Background: an optimization exercise with open tools, aiming at small area, a short achievable clock period and few clock cycles. Do not read the settings as production practice. Where RTL was checked, it was by simulation tests only, not by an equivalence proof against the original. Power figures rest on the tool's default switching activity, not on a simulated workload.

==> inputs of fjord <==
## wzwave_fbs
module wzwave_fbs (
    input  wire        clk,
    input  wire        rst,
    input  wire        in_valid,
    input  wire [7:0]  in_data,
    output wire        in_ready,
    output wire        out_valid,
    input  wire        out_ready,
    output wire        out_hdr,
    output wire        out_last,
    output wire [3:0]  out_type,
    output wire [71:0] out_data
);
export LEC_CHECK = 0
export CAP_MARGIN = 20
export CORE_MARGIN = 2
export CORE_UTILIZATION = 40
export CTS_CLUSTER_DIAMETER = 60
export CTS_CLUSTER_SIZE = 24
export SLEW_MARGIN = 20
export SYNTH_HIERARCHICAL = 1
create_clock -name core_clock -period 10.0 [get_ports {clk}]
standard.sh (not shown) runs the stock make flow with config.mk's settings and CLKGATE_MAP_FILE= SYNTH_SCRIPT=/design/flow/synth_recipe.tcl, a recipe that flattens the netlist after the stock synthesis.
==> flow/flow/run.sh <==
#!/bin/bash
# The standard layout (the standard.sh: ORFS synthesis through finish) with a
# tighter timing-repair target: repair_timing aims at a setup slack of
# SETUP_SLACK_MARGIN ns at the design's clock period, may resize cells across
# footprints, and the port buffers start out as buf_4 cells.
set -euo pipefail
bash standard.sh SETUP_SLACK_MARGIN=6.6 MATCH_CELL_FOOTPRINT=0 \
    "BUFFER_PORTS_ARGS=-buffer_cell sky130_fd_sc_hd__buf_4" finish > standard.log 2>&1
==> inputs of harbor, as changes to fjord <==
--- a/flow/design.v
+++ b/flow/design.v
@@ -31,24 +31,16 @@
     wire [7:0]    wd;
     reg  [7:0]    sel;
     always @(posedge clk) begin
         if (rst) T <= 8'd0;
         else     T <= T + 8'd1;
         ring <= {ring[2039:0], we ? wd : ring[2047:2040]};
     end
-    localparam integer NT = 256 >> KB;        
-    wire [7:0]    amask   = (8'd1 << KB) - 8'd1;
-    wire [NT-1:0] tap_oh  = {{(NT-1){1'b0}}, 1'b1} << (sel >> KB);
-    reg  [7:0]    rdat;
-    integer ti;
-    always @(*) begin
-        rdat = 8'd0;
-        for (ti = 0; ti < NT; ti = ti + 1)
-            rdat = rdat | (ring[(ti << KB) * 8 +: 8] & {8{tap_oh[ti]}});
-    end
+    wire [7:0] amask   = (8'd1 << KB) - 8'd1;
+    wire [7:0] rdat    = ring[{sel & ~amask, 3'b000} +: 8];
     wire       aligned = ((sel & amask) == 8'd0);
     reg  [7:0] b, sk;
     reg        bv, skv;
     wire       take;
     reg        irdy;          
     assign in_ready = irdy;
     wire in_fire = in_valid & ~skv;
==> run_results.csv <==
group,metric,value,unit
finish,finish.instance_area,0.0891,sq mm
run_status,status,"complete, no violations",
drt,top_layer,"met4",
floorplan,die_area,0.200,sq mm
sta,timing.final.crit_share,0.343,
grt,grt_pass1_vias,41900,
yosys,synthDistinctLibCells,95,
sta,hold-worst-slack,0.307,ns
That was harbor.
==> run_results.csv <==
group,metric,value,unit
sta,timing.final.crit_share,0.349,
yosys,ys_top_cells_by_count,"2137 x dfxtp_1, 428 x edfxtp_1, 316 x nand2_1",
run_status,status,"complete, no violations",
yosys,netlist_area,0.0793,sq mm
finish,finish.instance_area,0.0927,sq mm
floorplan,die_area,0.202,sq mm
yosys,synth_top_family_by_area,"compound AO/OA/AOI/OAI gates",
sta,hold-worst-slack,0.298,ns
finish,layout.nonclk_buf_frac,0.0552,
finish,seq_share,0.600,
grt,grt_pass1_vias,48800,
yosys,synth_area_leaders,"dfxtp_1 54%, edfxtp_1 16%, a22oi_1 2.6%",
drt,top_layer,"met5",
setup_path,timing.rr.start,"sel[3]",
yosys,synthDistinctLibCells,93,
That was fjord.
Testbench counts of harbor, summed over its fixed seeds: cycles 31,867.
Only the layout flow was run in fjord; the RTL was not checked for function there.

==> 04-13 <==
wzwave_fbs, a different RTL version from the one above (not shown whole).
Design wzwave_fbs, start of the top module:
module wzwave_fbs (
    input  wire        clk,
    input  wire        rst,
    input  wire        in_valid,
    input  wire [7:0]  in_data,
    output wire        in_ready,
    output wire        out_valid,
    input  wire        out_ready,
    output wire        out_hdr,
    output wire        out_last,
    output wire [3:0]  out_type,
    output wire [71:0] out_data
);
    localparam integer KB = 1;                
    localparam [3:0] C_CTL  = 4'd0,  C_MIS  = 4'd1,  C_BAD  = 4'd2,  C_MAL  = 4'd3,
                     C_VER  = 4'd4,  C_MEM  = 4'd5,  C_SUC  = 4'd6,  C_INIT = 4'd7,
                     C_NPI  = 4'd8,  C_SEND = 4'd9,  C_RNI  = 4'd10, C_UPD  = 4'd11,
                     C_ROUT = 4'd12, C_CMD  = 4'd13, C_OPQ  = 4'd14, C_SCB  = 4'd15;
    localparam [3:0] A_NOP = 4'd0, A_LEN = 4'd1, A_HW  = 4'd2,
                     A_SHP = 4'd4, A_HDR = 4'd6, A_DAT = 4'd7,
                     A_MSK = 4'd8, A_XOR = 4'd9;
    function [1:0] off0(input [3:0] code);
        case (code)
            C_SUC, C_SEND, C_RNI, C_SCB, C_MEM, C_INIT, C_ROUT: off0 = 2'd3;
            default: off0 = 2'd0;
        endcase
    endfunction
    reg  [7:0]    T;
    reg  [2047:0] ring;
    wire          we;
    wire [7:0]    wd;
    reg  [7:0]    sel;
    always @(posedge clk) begin
        if (rst) T <= 8'd0;
        else     T <= T + 8'd1;
        ring <= {ring[2039:0], we ? wd : ring[2047:2040]};
    end
  ...
clock: 10.0 ns
lec_check: 0
cap_margin: 20
core_margin: 2
core_utilization: 40
cts_cluster_diameter: 60
cts_cluster_size: 24
slew_margin: 20
synth_hierarchical: 1
tns_end_percent: 20
==> flow/flow/run.sh <==
#!/bin/bash
# The standard layout (the standard.sh: ORFS synthesis through finish) with a
# tighter timing-repair target: repair_timing aims at a setup slack of
# SETUP_SLACK_MARGIN ns at the design's clock period, may resize cells across
# footprints, and the port buffers start out as buf_4 cells.
set -euo pipefail
bash standard.sh SETUP_SLACK_MARGIN=6.8 MATCH_CELL_FOOTPRINT=0 \
    "BUFFER_PORTS_ARGS=-buffer_cell sky130_fd_sc_hd__buf_4" finish > standard.log 2>&1
==> 12-23: changes against 04-13 <==
--- a/flow/design.v
+++ b/flow/design.v
@@ -212,13 +212,14 @@
     reg  [7:0] e_L;
     reg  [7:0] cacc;
     reg  [7:0] pd;
     reg  [7:0] cm;
     reg        cmv, cm_le1, pendh, fin;
-    reg         o_valid, o_hdr, o_last;
-    reg  [3:0]  o_type;
-    reg  [65:0] od;
+    reg         o_valid;
+    wire        o_hdr, o_last;
+    wire [3:0]  o_type;
+    wire [65:0] od;
     reg  [1:0]  dfl;          
     wire        ofree = !o_valid || out_ready;
     reg  [7:0] i_L;           
     reg  [3:0] s_act;
     reg  [4:0] s_j;
@@ -527,51 +528,24 @@
             cmv     <= 1'b0;
             pendh   <= 1'b0;
         end else begin
             if (fin) begin
                 if (ofree) begin
-                    o_last  <= 1'b1;
-                    o_hdr   <= pendh;
-                    if (!pendh) od <= {58'd0, pd + 8'd1};
                     pendh   <= 1'b0;
                     fin     <= 1'b0;
                 end
             end else if (tq_v) begin
                 case (tq_act)
                     A_LEN: begin e_L <= rq; cacc <= ~rq; end
                     A_XOR: cacc <= cacc ^ rq;
                     A_HW: if (ofree) begin
-                        od <= hw;
                         if (tq_code == C_MAL) dfl <= {(rq == 8'h01), (rq == 8'h00)};
                     end
-                    A_SHP: if (ofree) begin
-                        od     <= hw;
-                        pendh  <= 1'b1;
-                        o_type <= tq_type;
-                    end
-                    A_HDR: if (ofree) begin
-                            o_hdr   <= 1'b1;
-                        o_last  <= tq_last;
-                        o_type  <= tq_type;
-                        od      <= hw;
-                    end
-                    A_DAT: if (ofree) begin
-                            o_hdr   <= 1'b0;
-                        o_last  <= tq_last;
-                        o_type  <= tq_type;
-                        od      <= {58'd0, rq};
-                    end
+                    A_SHP: if (ofree) pendh <= 1'b1;
                     A_MSK: if (ofree) begin
-                        o_type <= tq_type;
-                        if (rfirst) begin
-                            od    <= 66'd0;
-                            pendh <= 1'b1;
-                        end
+                        if (rfirst) pendh <= 1'b1;
                         if (m_nz) begin
-                                    o_last  <= 1'b0;
-                            o_hdr   <= pendh || rfirst;
-                            if (!(pendh || rfirst)) od <= {58'd0, pd + 8'd1};
                             pendh   <= 1'b0;
                             pd      <= {tq_j, m_i};
                             if (m_le1) begin
                                 cmv <= 1'b0;
                                 fin <= tq_last;
@@ -596,10 +570,58 @@
     always @(posedge clk) begin
         o_valid <= !rst && ov_n;
         onv     <= rst || !ov_n;
     end
     assign out_valid = ~onv;
+    reg  [65:0] od_n;
+    reg  [3:0]  ot_n;
+    reg         oh_n, ol_n;
+    always @(*) begin
+        od_n = od;
+        ot_n = o_type;
+        oh_n = o_hdr;
+        ol_n = o_last;
+        if (!rst) begin
+            if (fin) begin
+                if (ofree) begin
+                    ol_n = 1'b1;
+                    oh_n = pendh;
+                    if (!pendh) od_n = {58'd0, pd + 8'd1};
+                end
+            end else if (tq_v && ofree) begin
+                case (tq_act)
+                    A_HW:  od_n = hw;
+                    A_SHP: begin od_n = hw; ot_n = tq_type; end
+                    A_HDR: begin oh_n = 1'b1; ol_n = tq_last; ot_n = tq_type; od_n = hw; end
+                    A_DAT: begin oh_n = 1'b0; ol_n = tq_last; ot_n = tq_type; od_n = {58'd0, rq}; end
+                    A_MSK: begin
+                        ot_n = tq_type;
+                        if (rfirst) od_n = 66'd0;
+                        if (m_nz) begin
+                            ol_n = 1'b0;
+                            oh_n = pendh || rfirst;
+                            if (!(pendh || rfirst)) od_n = {58'd0, pd + 8'd1};
+                        end
+                    end
+                    default: ;
+                endcase
+            end
+        end
+    end
+    reg  [65:0] odr;
+    reg  [3:0]  otr;
+    reg         ohr, olr;
+    always @(posedge clk) begin
+        odr <= ~od_n;
+        otr <= ~ot_n;
+        ohr <= ~oh_n;
+        olr <= ~ol_n;
+    end
+    assign od     = ~odr;
+    assign o_type = ~otr;
+    assign o_hdr  = ~ohr;
+    assign o_last = ~olr;
     assign out_hdr   = o_hdr;
     assign out_last  = o_last;
     assign out_type  = o_type;
     assign out_data  = {6'd0, od};
     wire       live = i_v || qne || (rx == R_BODY);
--- a/flow/config.mk
+++ b/flow/config.mk
@@ -10,6 +10,5 @@
 export CORE_UTILIZATION = 40
 export CTS_CLUSTER_DIAMETER = 60
 export CTS_CLUSTER_SIZE = 24
 export SLEW_MARGIN = 20
 export SYNTH_HIERARCHICAL = 1
-export TNS_END_PERCENT = 20
==> 06-05: changes against 04-13 <==
--- a/flow/config.mk
+++ b/flow/config.mk
@@ -10,6 +10,5 @@
 export CORE_UTILIZATION = 40
 export CTS_CLUSTER_DIAMETER = 60
 export CTS_CLUSTER_SIZE = 24
 export SLEW_MARGIN = 20
 export SYNTH_HIERARCHICAL = 1
-export TNS_END_PERCENT = 20
==> comparison <==
The highest cell count belongs to 12-23, the lowest to 04-13. Clock-buffer cell count: 06-05 < 04-13 < 12-23. Core utilization: 04-13 < 06-05 < 12-23. The highest setup slack belongs to 06-05, the lowest to 12-23.
==> figures <==
|  | 06-05 | 12-23 | 04-13 |
|---|---|---|---|
| Outcome | complete, no violations | complete, no violations | complete, no violations |
| Site Rows | 161 | 163 | 161 |
| Min cycle time layout | 3460 ps | 3520 ps | 3470 ps |
| Worst Hold Endpoint | ring[32] | ring[1878] | ring[1076] |
| Flop-to-flop setup slack | 6860 ps | 6510 ps | 6780 ps |
| Total die area | 197,000 sq um | 201,000 sq um | 197,000 sq um |
| Destination of the worst register-to-register timing path | rq[0] | - | blk |
| Clock-net power | 6.59 mW | 6.61 mW | 6.48 mW |
| Met2 Usage GRT | 25.5% | 26.7% | 25.5% |
| Parity-gate share of the synthesized area counting xor and xnor cells | 1.92% | 1.89% | 1.92% |
Testbench counts of 04-13, summed over its fixed seeds: cycles 31,867.
Testbench counts of 06-05, summed over its fixed seeds: cycles 31,867.
Only the layout flow was run in 12-23; the RTL was not checked for function there.

## separate check: timing with driven ports
No port has a modelled driver above. Below, the same layouts with a new extraction and two added sets of constraints. Step 1: set_driving_cell puts a clkbuf_16 on clk and a buf_2 on each other input, an assumption about the parent block. Step 2, shift: input delay + t, output delay - t, t = (earliest + latest rising clock arrival at the registers) / 2. This alone moves slack from input paths to output paths. Three values: no drivers, after step 1, after step 2; two values: the first two.
run	shift t [ns]	setup slack, ns	worst hold slack (ns)	worst slew at a driven data input, ns	cell pins on the clock port's net
fjord	0.912	6.510 / 6.449 / 5.842	0.298 / 0.298 / 0.298	0.08	1
harbor	0.877	6.571 / 6.491 / 5.904	0.307 / 0.307 / 0.307	0.07	1
04-13	0.881	6.533 / 6.449 / 5.980	0.302 / 0.302 / 0.302	0.07	1
12-23	0.884	6.476 / 6.399 / 5.999	0.305 / 0.305 / 0.305	0.06	1
06-05	0.886	6.543 / 6.462 / 6.147	0.312 / 0.312 / 0.312	0.05	1
After both steps every run listed still meets setup and hold. The setup slack of fjord, which loses most, moves by -0.061 ns with the drivers and by -0.668 ns with both steps.
